This is an optimization exercise on Yosys and OpenROAD, whose aim is small area, a short achievable clock period and few clock cycles per item, not a production implementation. The RTL was checked by simulation tests, not by an equivalence proof against the original design. Power and IR drop assume default switching activity.

### flow/run.sh
#!/bin/bash
# synth_recipe.tcl (not shown) runs the flow's synth.tcl, then flattens the netlist and writes it again
# the make line also repeats each setting of config.mk as NAME=value (left out here)
make -C /OpenROAD-flow-scripts/flow DESIGN_CONFIG=/design/flow/config.mk WORK_HOME=/design/flow/orfs CLKGATE_MAP_FILE= SYNTH_SCRIPT=/design/flow/synth_recipe.tcl finish
### flow/config.mk
export PLATFORM = sky130hd
export DESIGN_NAME = vrtb_ts
export DESIGN_NICKNAME = vrtb_ts
export VERILOG_FILES = /design/flow/design.v
export SDC_FILE = /design/flow/constraint.sdc
export NUM_CORES = 4
export LEC_CHECK = 0
export CAP_MARGIN = 20
export CORE_MARGIN = 2
export CORE_UTILIZATION = 50
export PLACE_DENSITY = 0.75
export SETUP_SLACK_MARGIN = 4.5
export SLEW_MARGIN = 20
export TNS_END_PERCENT = 0
### flow/constraint.sdc
create_clock -name core_clock -period 8.0 [get_ports {clk}]
set_input_delay 1.6000 -clock core_clock [delete_from_list [all_inputs] [get_ports {clk}]]
set_output_delay 1.6000 -clock core_clock [all_outputs]
set_load 0.01 [all_outputs]
### flow/design.v
module vrtb_ts_add #(parameter W = 32, parameter L = 5) (
    input  wire [W-1:0] a,
    input  wire [W-1:0] b,
    input  wire         ci,
    output wire [W-1:0] s,
    output wire         co
);
    wire [W-1:0] p0 = a ^ b;
    wire [W-1:0] g0 = a & b;
    wire [W-1:0] gl [0:L];
    wire [W-1:0] pl [0:L];
    assign gl[0] = {g0[W-1:1], g0[0] | (p0[0] & ci)};
    assign pl[0] = p0;
    genvar l, i;
    generate
        for (l = 0; l < L; l = l + 1) begin : lv
            for (i = 0; i < W; i = i + 1) begin : bt
                if ((i >> l) & 1) begin : cmb
                    localparam integer J = ((i >> l) << l) - 1;
                    assign gl[l+1][i] = gl[l][i] | (pl[l][i] & gl[l][J]);
                    assign pl[l+1][i] = pl[l][i] & pl[l][J];
                end else begin : pas
                    assign gl[l+1][i] = gl[l][i];
                    assign pl[l+1][i] = pl[l][i];
                end
            end
        end
    endgenerate
    assign s  = p0 ^ {gl[L][W-2:0], ci};
    assign co = gl[L][W-1];
endmodule
module vrtb_ts_inc #(parameter W = 64, parameter L = 6) (
    input  wire [W-1:0] a,
    output wire [W-1:0] s
);
    wire [W-1:0] pl [0:L];
    assign pl[0] = a;
    genvar l, i;
    generate
        for (l = 0; l < L; l = l + 1) begin : lv
            for (i = 0; i < W; i = i + 1) begin : bt
                if ((i >> l) & 1) begin : cmb
                    localparam integer J = ((i >> l) << l) - 1;
                    assign pl[l+1][i] = pl[l][i] & pl[l][J];
                end else begin : pas
                    assign pl[l+1][i] = pl[l][i];
                end
            end
        end
    endgenerate
    assign s = a ^ {pl[L][W-2:0], 1'b1};
endmodule
module vrtb_ts (
    input  wire        clk,
    input  wire        rst,
    input  wire        start,
    input  wire        next,
    input  wire [95:0] t0,
    input  wire [63:0] k0,
    input  wire [31:0] blk_size,
    input  wire [31:0] rate,
    output wire        ready,
    output reg         ts_valid,
    output wire [31:0] ts_sec,
    output wire [39:0] ts_frac,
    output wire        ts_err
);
    localparam [39:0] PS  = 40'd1000000000000;
    localparam [27:0] P5  = 28'd244140625;           
    localparam [3:0] S_IDLE = 4'd0,
                     S_PS   = 4'd2,    
                     S_CP1  = 4'd3,    
                     S_BZ   = 4'd4,    
                     S_CP2  = 4'd5,    
                     S_HDBL = 4'd6,    
                     S_HADD = 4'd7,    
                     S_T0   = 4'd8,    
                     S_WRAP = 4'd9;    
    reg [3:0]  state;
    reg        phase;      
    reg [5:0]  cnt;        
    reg        first;      
    reg        kz;         
    reg        bz;         
    reg [5:0]  tcnt;       
    reg        wrap;       
    reg        r1;         
    reg        ld1;        
    reg        bzero, kzero;
    reg [5:0]  bmsb, kmsb;
    reg [31:0] y_sec;
    reg [39:0] y_frac;
    reg [31:0] y_rem;
    reg [31:0] y_remn;
    reg [31:0] r_r;
    reg [63:0] idx;
    reg [31:0] t_sec;
    reg        t_ovf;
    reg        t_hi;       
    reg [27:0] t_rem;
    reg [11:0] t_lo;
    wire [39:0] t_frac = {t_rem, t_lo};
    reg        a_kx, a_dbl, a_add, a_t, a_cpy, a_cps, a_ys0, a_nx, a_z;
    reg        b_cpy, b_cps, b_nx;
    reg [32:0] a_ra;
    reg [31:0] a_rbs;
    reg [31:0] a_rbd;
    reg        a_ci;
    reg [40:0] b_fa;
    reg [32:0] b_sa;
    reg        b_oa;
    reg [39:0] b_fb;
    reg [31:0] b_sb;
    reg        b_ob;
    reg        b_fc;
    reg        ready_r;
    assign ready   = ready_r;
    assign ts_sec  = b_sa[31:0];
    assign ts_frac = b_fa[39:0];
    assign ts_err  = b_oa;
    function [5:0] msb32(input [31:0] v);
        integer i;
        begin
            msb32 = 6'd0;
            for (i = 0; i < 32; i = i + 1)
                if (v[i]) msb32 = i[5:0];
        end
    endfunction
    function [5:0] msb64(input [63:0] v);
        integer i;
        begin
            msb64 = 6'd0;
            for (i = 0; i < 64; i = i + 1)
                if (v[i]) msb64 = i[5:0];
        end
    endfunction
    wire [32:0] rs;
    wire        rs_c;
    vrtb_ts_add #(33, 6) u_rs (.a(a_ra), .b({1'b0, a_rbs}), .ci(1'b0), .s(rs), .co(rs_c));
    wire [33:0] rd;
    wire        rd_c;
    vrtb_ts_add #(34, 6) u_rd (.a({1'b0, a_ra}), .b({2'b11, a_rbd}), .ci(a_ci), .s(rd), .co(rd_c));
    wire        cr    = !rd[33];
    wire [31:0] rem_n = cr ? rd[31:0] : rs[31:0];
    wire [40:0] fs;
    wire        fs_c;
    vrtb_ts_add #(41, 6) u_fs (.a(b_fa), .b({1'b0, b_fb}), .ci(b_fc), .s(fs), .co(fs_c));
    wire [41:0] nps = ~{2'b00, PS};
    wire [41:0] fa2 = {1'b0, b_fa};
    wire [41:0] fb2 = {2'b00, b_fb};
    wire [41:0] fp  = fa2 ^ fb2 ^ nps;
    wire [41:0] fg  = {(fa2[40:0] & fb2[40:0]) | (fa2[40:0] & nps[40:0]) | (fb2[40:0] & nps[40:0]), b_fc};
    wire [41:0] fd;
    wire        fd_c;
    vrtb_ts_add #(42, 6) u_fd (.a(fp), .b(fg), .ci(1'b1), .s(fd), .co(fd_c));
    wire        cf     = !fd[41];
    wire [39:0] frac_n = cf ? fd[39:0] : fs[39:0];
    wire [32:0] ss0, ss1;
    wire        ss0_c, ss1_c;
    vrtb_ts_add #(33, 6) u_s0 (.a(b_sa), .b({1'b0, b_sb}), .ci(1'b0), .s(ss0), .co(ss0_c));
    vrtb_ts_add #(33, 6) u_s1 (.a(b_sa), .b({1'b0, b_sb}), .ci(1'b1), .s(ss1), .co(ss1_c));
    wire [32:0] ss     = cf ? ss1 : ss0;
    wire        ovf_n  = b_oa | b_ob | ss[32];
    wire [28:0] td_s = {t_rem, t_sec[31]};
    wire [28:0] td_d;
    wire        td_q;
    vrtb_ts_add #(29, 5) u_td (.a(td_s), .b(~{1'b0, P5}), .ci(1'b1), .s(td_d), .co(td_q));
    wire [63:0] idx_inc;
    vrtb_ts_inc #(64, 6) u_inc (.a(idx), .s(idx_inc));
    wire        idx_m1 = (idx[63:1] == {63{1'b1}}) && !idx[0];
    wire [5:0]  rmsb  = msb32(rate);
    wire [30:0] ps_hi = PS[39:9];
    wire [30:0] rem_i = ps_hi >> (5'd31 - rmsb[4:0]);
    wire [63:0] hv   = phase ? idx : {32'd0, y_sec};
    wire [5:0]  cm1  = cnt - 6'd1;
    wire        hvm1 = hv[cm1];
    reg         hbit;
    reg        n_kx, n_dbl, n_add, n_ld, n_cin, n_cpy, n_cps, n_ys0, n_t, n_nx, n_z;
    reg [3:0]  n_state;
    reg [5:0]  n_cnt;
    reg        n_phase, n_kz, n_bz;
    wire       acc_next = (state == S_IDLE) && !start && next;
    wire [3:0] t0_wait = (tcnt[5:1] == 5'd0) ? S_IDLE : S_T0;
    task k_pass;
        begin
            n_kz    = kzero;
            n_cnt   = cnt - 6'd1;
            n_state = (kzero || cnt == 6'd0) ? t0_wait : S_HDBL;
        end
    endtask
    task h_end;
        begin
            if (!phase) begin
                n_cnt   = kmsb;
                n_phase = 1'b1;
                n_state = S_CP2;
            end else begin
                n_kz    = 1'b0;
                n_state = t0_wait;
            end
        end
    endtask
    always @(*) begin
        n_kx = 1'b1; n_dbl = 1'b0; n_add = 1'b0; n_ld = 1'b0; n_cin = 1'b0;
        n_cpy = 1'b0; n_cps = 1'b0; n_ys0 = 1'b0; n_t = 1'b0; n_nx = 1'b0; n_z = 1'b0;
        n_state = state; n_cnt = cnt; n_phase = phase; n_kz = kz; n_bz = bz;
        case (state)
            S_IDLE: begin
                if (start) begin
                    n_bz    = 1'b0;
                    n_ld = 1'b1;
                    n_cnt = 6'd39 - rmsb;
                    n_state = S_PS;
                end else if (next) begin
                    if (first) begin
                        n_nx = 1'b1; n_t = 1'b1; n_kx = !kz;
                    end else if (wrap) begin
                        n_state = S_WRAP;
                    end else begin
                        n_nx  = 1'b1;
                        n_add = 1'b1;
                    end
                end
            end
            S_WRAP: begin
                n_nx = 1'b1; n_kx = 1'b0; n_t = 1'b1;
                n_state = S_IDLE;
            end
            S_PS: begin
                n_dbl = 1'b1; n_cin = PS[cnt]; n_z = ld1;
                n_cnt = cnt - 6'd1;
                if (cnt == 6'd0) begin
                    if (bzero) begin
                        n_state = S_BZ;
                    end else if (bmsb == 6'd0) begin
                        n_cnt   = kmsb;
                        n_phase = 1'b1;
                        n_state = S_CP2;
                    end else begin
                        n_cnt   = bmsb;
                        n_phase = 1'b0;
                        n_state = S_CP1;
                    end
                end
            end
            S_CP1: begin
                n_cpy   = 1'b1;
                n_cnt   = cnt - 6'd1;
                n_state = S_HDBL;
            end
            S_BZ: begin
                n_kx    = 1'b0;
                n_bz    = 1'b1;
                n_state = S_CP2;
            end
            S_CP2: begin
                n_cpy = 1'b1; n_cps = 1'b1;
                if (bz) begin
                    n_kz    = 1'b1;
                    n_state = t0_wait;
                end else
                    k_pass;
            end
            S_HDBL: begin
                n_dbl = 1'b1;
                if (hbit) begin
                    n_state = S_HADD;
                end else if (cnt != 6'd0) begin
                    n_cnt = cnt - 6'd1;
                end else
                    h_end;
            end
            S_HADD: begin
                n_add = 1'b1; n_ys0 = !phase;
                if (cnt != 6'd0) begin
                    n_cnt   = cnt - 6'd1;
                    n_state = S_HDBL;
                end else
                    h_end;
            end
            S_T0: begin
                if (tcnt[5:1] == 5'd0)
                    n_state = S_IDLE;
            end
            default: n_state = S_IDLE;
        endcase
        if (n_dbl) n_kx = 1'b0;
    end
    always @(posedge clk) begin
        a_ra  <= n_ld  ? {2'b00, rem_i} : n_dbl ? {rem_n, n_cin} :
                 n_kx  ? {1'b0, rem_n} : 33'd0;
        a_rbs <= n_add ? y_rem  : 32'd0;
        a_rbd <= n_add ? y_remn : n_ld ? 32'd0 : ~r_r;
        a_ci  <= !n_add && !n_ld;
        if (a_cpy) begin
            y_rem  <= a_ra[31:0];
            y_remn <= rd[31:0];
        end
        b_fa  <= a_dbl ? {frac_n & {40{!a_z}}, cr} : a_kx ? {1'b0, frac_n} : 41'd0;
        b_sa  <= (a_dbl & !a_z) ? {ss[31:0], 1'b0} : a_kx ? {1'b0, ss[31:0]} : 33'd0;
        b_oa  <= ((a_dbl & !a_z) | a_kx) & ovf_n;
        b_fb  <= a_add ? y_frac : a_t ? t_frac : 40'd0;
        b_sb  <= a_add ? (a_ys0 ? {31'd0, r1} : y_sec) : a_t ? t_sec : 32'd0;
        b_ob  <= a_t & t_ovf;
        b_fc  <= cr & !a_dbl;
        b_cpy <= a_cpy;
        b_cps <= a_cps;
        if (b_cpy) y_frac <= b_fa[39:0];
        if (b_cps) y_sec  <= b_sa[31:0];
        if (tcnt != 6'd0) begin
            t_rem <= td_q ? td_d[27:0] : td_s[27:0];
            t_sec <= {t_sec[30:0], td_q};
        end
        a_kx  <= n_kx;
        a_dbl <= n_dbl;
        a_z   <= n_z;
        a_add <= n_add;
        a_t   <= n_t;
        a_cpy <= n_cpy;
        a_cps <= n_cps;
        a_ys0 <= n_ys0;
        cnt   <= n_cnt;
        hbit  <= hvm1;
        phase <= n_phase;
        kz    <= n_kz;
        bz    <= n_bz;
        bzero <= (y_sec == 32'd0);
        bmsb  <= msb32(y_sec);
        kzero <= (idx == 64'd0);
        kmsb  <= msb64(idx);
        if ((state == S_IDLE) && start) begin
            r_r   <= rate;
            y_rem <= blk_size;      
            idx   <= k0;
            wrap  <= (k0 == {64{1'b1}});
            t_hi  <= (t0[95:72] != 24'd0);
            t_rem <= t0[71:44];
            t_sec <= t0[43:12];
            t_lo  <= t0[11:0];
        end
        if (acc_next && !first) begin
            idx  <= idx_inc;
            wrap <= idx_m1;
        end
        ld1 <= (state == S_IDLE) && start;
        if (ld1) begin
            t_ovf <= t_hi || (t_rem >= P5);
            r1    <= (r_r == 32'd1);
            y_sec <= y_rem;         
        end
        if (rst) begin
            state    <= S_IDLE;
            ready_r  <= 1'b1;
            first    <= 1'b0;
            tcnt     <= 6'd0;
            a_nx     <= 1'b0;
            b_nx     <= 1'b0;
            ts_valid <= 1'b0;
        end else begin
            state    <= n_state;
            ready_r  <= (n_state == S_IDLE);
            a_nx     <= n_nx;
            b_nx     <= a_nx;
            ts_valid <= b_nx;
            if ((state == S_IDLE) && start) begin
                first <= 1'b1;
                tcnt  <= 6'd32;
            end else begin
                if (acc_next)
                    first <= 1'b0;
                if (tcnt != 6'd0)
                    tcnt <= tcnt - 6'd1;
            end
        end
    end
endmodule
==> impl_metrics.json <==
{
  "status": "timing/DRC/antenna clean",
  "reg2reg_slack_ps": 3930,
  "cts_sinks": 604,
  "yosysSeqAreaShare_pct": 42.8,
  "crit_path_end_kind": "register",
  "r2r_end": "a_ra[26]",
  "synth_ff_type": "edfxtp_1",
  "core_area_sq_um": 70300,
  "io_buffers": 302,
  "synth_area_leaders": "edfxtp_1, dfxtp_1, ha_1, nand2_1, xnor2_1",
  "hold_viol_final": 0,
  "overflow": 0,
  "via_per_inst": 5.97,
  "synth_edf_count": 317,
  "fin_crit_ps": 4070,
  "cts.path.max_buffers": 3,
  "synth_seq_cells": 604,
  "power_per_cell_area_nw_per_um2": 337,
  "endpoint": "a_ra[6]",
  "grt_pass1_vias": 29000,
  "synth_area_per_cell_sq_um": 9.36,
  "multi_input_area_sq_um": 19000,
  "utilization_pct": 60.5,
  "insertion_delay_ps": 620,
  "post_route_cells_drive_above_1_share_pct": 10.6,
  "startpoint": "rate[4]",
  "skew_ps": 32.0,
  "final_common_cell": "nand2_1",
  "die_w_microns": 271,
  "yosysTopAreaCell": "edfxtp_1",
  "rsz0062_at_grt": "true",
  "holdWs_ps": 327,
  "vias": 30000,
  "min_path_type": "reg2reg",
  "synth_area_sq_um": 35600,
  "first_iter_violations": 2865,
  "mostFrequentLayoutCells": "nand2_1, edfxtp_1, clkdlybuf4s50_1, nor2_1, dfxtp_1",
  "vdd_drop_max_v": 0.000194,
  "cp-start-kind": "input pin",
  "areaGrowthSynthToFinish_pct": 19.2,
  "synthCells": 3810,
  "synthArstFlopShare_pct": 0,
  "start_util_pct": 50.7,
  "grt.total_usage_pct": 28.4,
  "routedWlPerCell_microns": 21.4,
  "final_nets": 4507,
  "fill_cells": 5810,
  "max-cap-violations": 0,
  "ys_warn_count": 7,
  "rows": 97,
  "firstDrtPassIters": 7,
  "dp.final_hpwl_mm": 76.8,
  "setup_viol": 0,
  "postCtsHoldBufs": 0,
  "numCtsBuffers": 68,
  "arrival_ps": 4530,
  "fp.dieH_microns": 271,
  "crit_fanout": 6,
  "grt_max_degree": 124,
  "path_clk_slew_ps": 60,
  "syn-num-nets": 4290,
  "ioPinCount": 303,
  "die_area_sq_um": 73400,
  "design_area_sq_um": 42500,
  "fmax_mhz": 246,
  "max_slew_margin_pct": 24.7,
  "rr_startpoint": "a_ra[0]",
  "reg2reg_depth": 14,
  "placed_area_sq_um": 38900,
  "worst_pin_slew_ps": 1120,
  "seq_area_sq_um": 15300,
  "ys_types": 92,
  "synth_top_cell_area_share_pct": 26.7,
  "ctsRootBufferMaster": "clkbuf_16",
  "drc_errors": 0,
  "cp.required_ps": 8450,
  "cts_tree": "built",
  "leakagePower_nw": 16.7,
  "antenna_found_initial": 6,
  "ant_nets": 0,
  "gp_congestion": 0.910,
  "period_share_pct": 50.9,
  "drt-total-wl_mm": 107,
  "grt_pass1_wl_mm": 164,
  "htree_levels": 3,
  "critical_path_class": "in2reg",
  "setup_tns_ps": 0,
  "drv_slew": 0
}
## synth_stat cells (all sizes together) (9+ instances only)
| library cell | count |
|---|---|
| a211oi | 22 |
| a21boi | 9 |
| a21o | 39 |
| a21oi | 196 |
| a22o | 47 |
| a22oi | 12 |
| a31oi | 25 |
| and2 | 50 |
| and3 | 15 |
| buf | 94 |
| clkbuf | 153 |
| dfxtp | 287 |
| edfxtp | 317 |
| fa | 34 |
| ha | 218 |
| inv | 227 |
| mux2 | 37 |
| mux2i | 42 |
| mux4 | 31 |
| nand2 | 540 |
| nand2b | 38 |
| nand3 | 53 |
| nand4 | 53 |
| nor2 | 299 |
| nor2b | 28 |
| nor3 | 82 |
| nor3b | 11 |
| nor4 | 55 |
| o211ai | 14 |
| o21a | 36 |
| o21ai | 244 |
| o21bai | 22 |
| o221ai | 18 |
| o22a | 11 |
| o22ai | 59 |
| o31a | 10 |
| o31ai | 49 |
| or2 | 11 |
| or3 | 16 |
| xnor2 | 138 |
| xor2 | 57 |
## cells by family (layout without fill, tap and decap cells)
group | count (synthesis) | after routing | synth area share, %
AND/OR/NAND/NOR | 1276 | 1278 | 16.3
AO/OA/AOI/OAI | 896 | 896 | 16.4
flip-flops | 604 | 604 | 42.8
buffers and inverters | 477 | 747 | 5.84
adder cells (fa/ha/maj) | 252 | 252 | 9.56
XOR/XNOR | 195 | 195 | 4.79
multiplexers | 110 | 110 | 4.31
other | 0 | 1 | 0
## final cells by class
| cell class | count | share of cell area (%) |
|---|---|---|
| Antenna cell | 1 | 0.00589 |
| Timing Repair Buffer | 392 | 9.02 |
| Clock inverter | 26 | 0.615 |
| Sequential cell | 604 | 36.0 |
| Multi-Input combinational cell | 2731 | 44.8 |
| Clock buffer | 99 | 4.69 |
| Tap cell | 940 | 2.77 |
| Inverter | 230 | 2.06 |
## sequential cells by signal, indices dropped and copies added (netlist names), 32 cells and up
register  cells
a_ra         33
a_rbd        32
a_rbs        32
b_fa         41
b_fb         40
b_sa         33
b_sb         32
idx          64
r_r          32
t_sec        32
y_frac       40
y_rem        32
y_remn       32
y_sec        32
## worst min-delay path by stage
stage / from / end / cells after the start
after global placement: a_cps / b_cps / 0
final: a_cps / b_cps / 0
after detailed placement: a_cps / b_cps / 0
after floorplan: a_cps / b_cps / 0
after CTS: a_cps / b_cps / 0
after global routing: a_cps / b_cps / 0
## stage by stage
stage	power, W	setup slack (ps)	instances
after floorplan	0.00884	4010	3810
after global placement	0.0104	2950	4833
after detailed placement	0.0105	2810	4833
after CTS	0.0141	3960	5000
after global routing	0.0151	3760	5022
final	0.0143	3930	5023
## where the power goes
part,switching (W),internal [W]
sequential,0.000834,0.00421
clock,0.00132,0.00187
combinational,0.00335,0.00273
total,0.00550,0.00881
## worst max-delay path: stages
cell and delay (ps):
clkdlybuf4s50_1 480, o31ai_1 290, a211oi_1 120, o31ai_1 310, a31o_2 220, a21oi_2 60
buf_6 150, buf_4 170, buf_4 170, nand2_1 140, a21boi_0 250, a21oi_1 180
o211ai_1 240, o221ai_1 150
## per-layer routing
layer,vias up,GRT usage (%),routed length [microns]
met1,14400,37.0,43900
met3,247,5.49,9220
li1,14000,-,-
met2,1270,46.2,49800
met4,8,11.8,4480
met5,-,0,64
## repair_timing
action,4_1_cts,5_1_grt
pin swaps,35,27
resized for setup,137,33
endpoints found under the setup margin,358,330
setup buffers,40,18
cloned,2,2
Testbench counts, summed over its fixed seeds: cycles 3,938, items 1,152.

## what the ideal ports hide
No port has a modelled driver above. Below, the same layout with a new extraction and two added sets of constraints.
Step 1, drivers: a clkbuf_16 drives clk and a buf_2 each remaining input, both assumed.
Step 2 also shifts input and output timing later by t, the mid clock arrival at the registers, as if the neighbouring blocks saw the same clock.
a / b / c = ideal ports / drivers / drivers and shift; a / b = the first two.
t, ns: 0.676
setup WS [ns]: 3.927 / 3.933 / 3.296
worst register clock-pin slew, ns: 0.07 / 0.07
worst data-port slew with drivers (ns): 0.10
cell pins on the clock port's net: 1
After both steps this run still meets setup and hold. For this run, drivers alone change the setup slack by +0.006 ns; drivers and shift together by -0.631 ns.
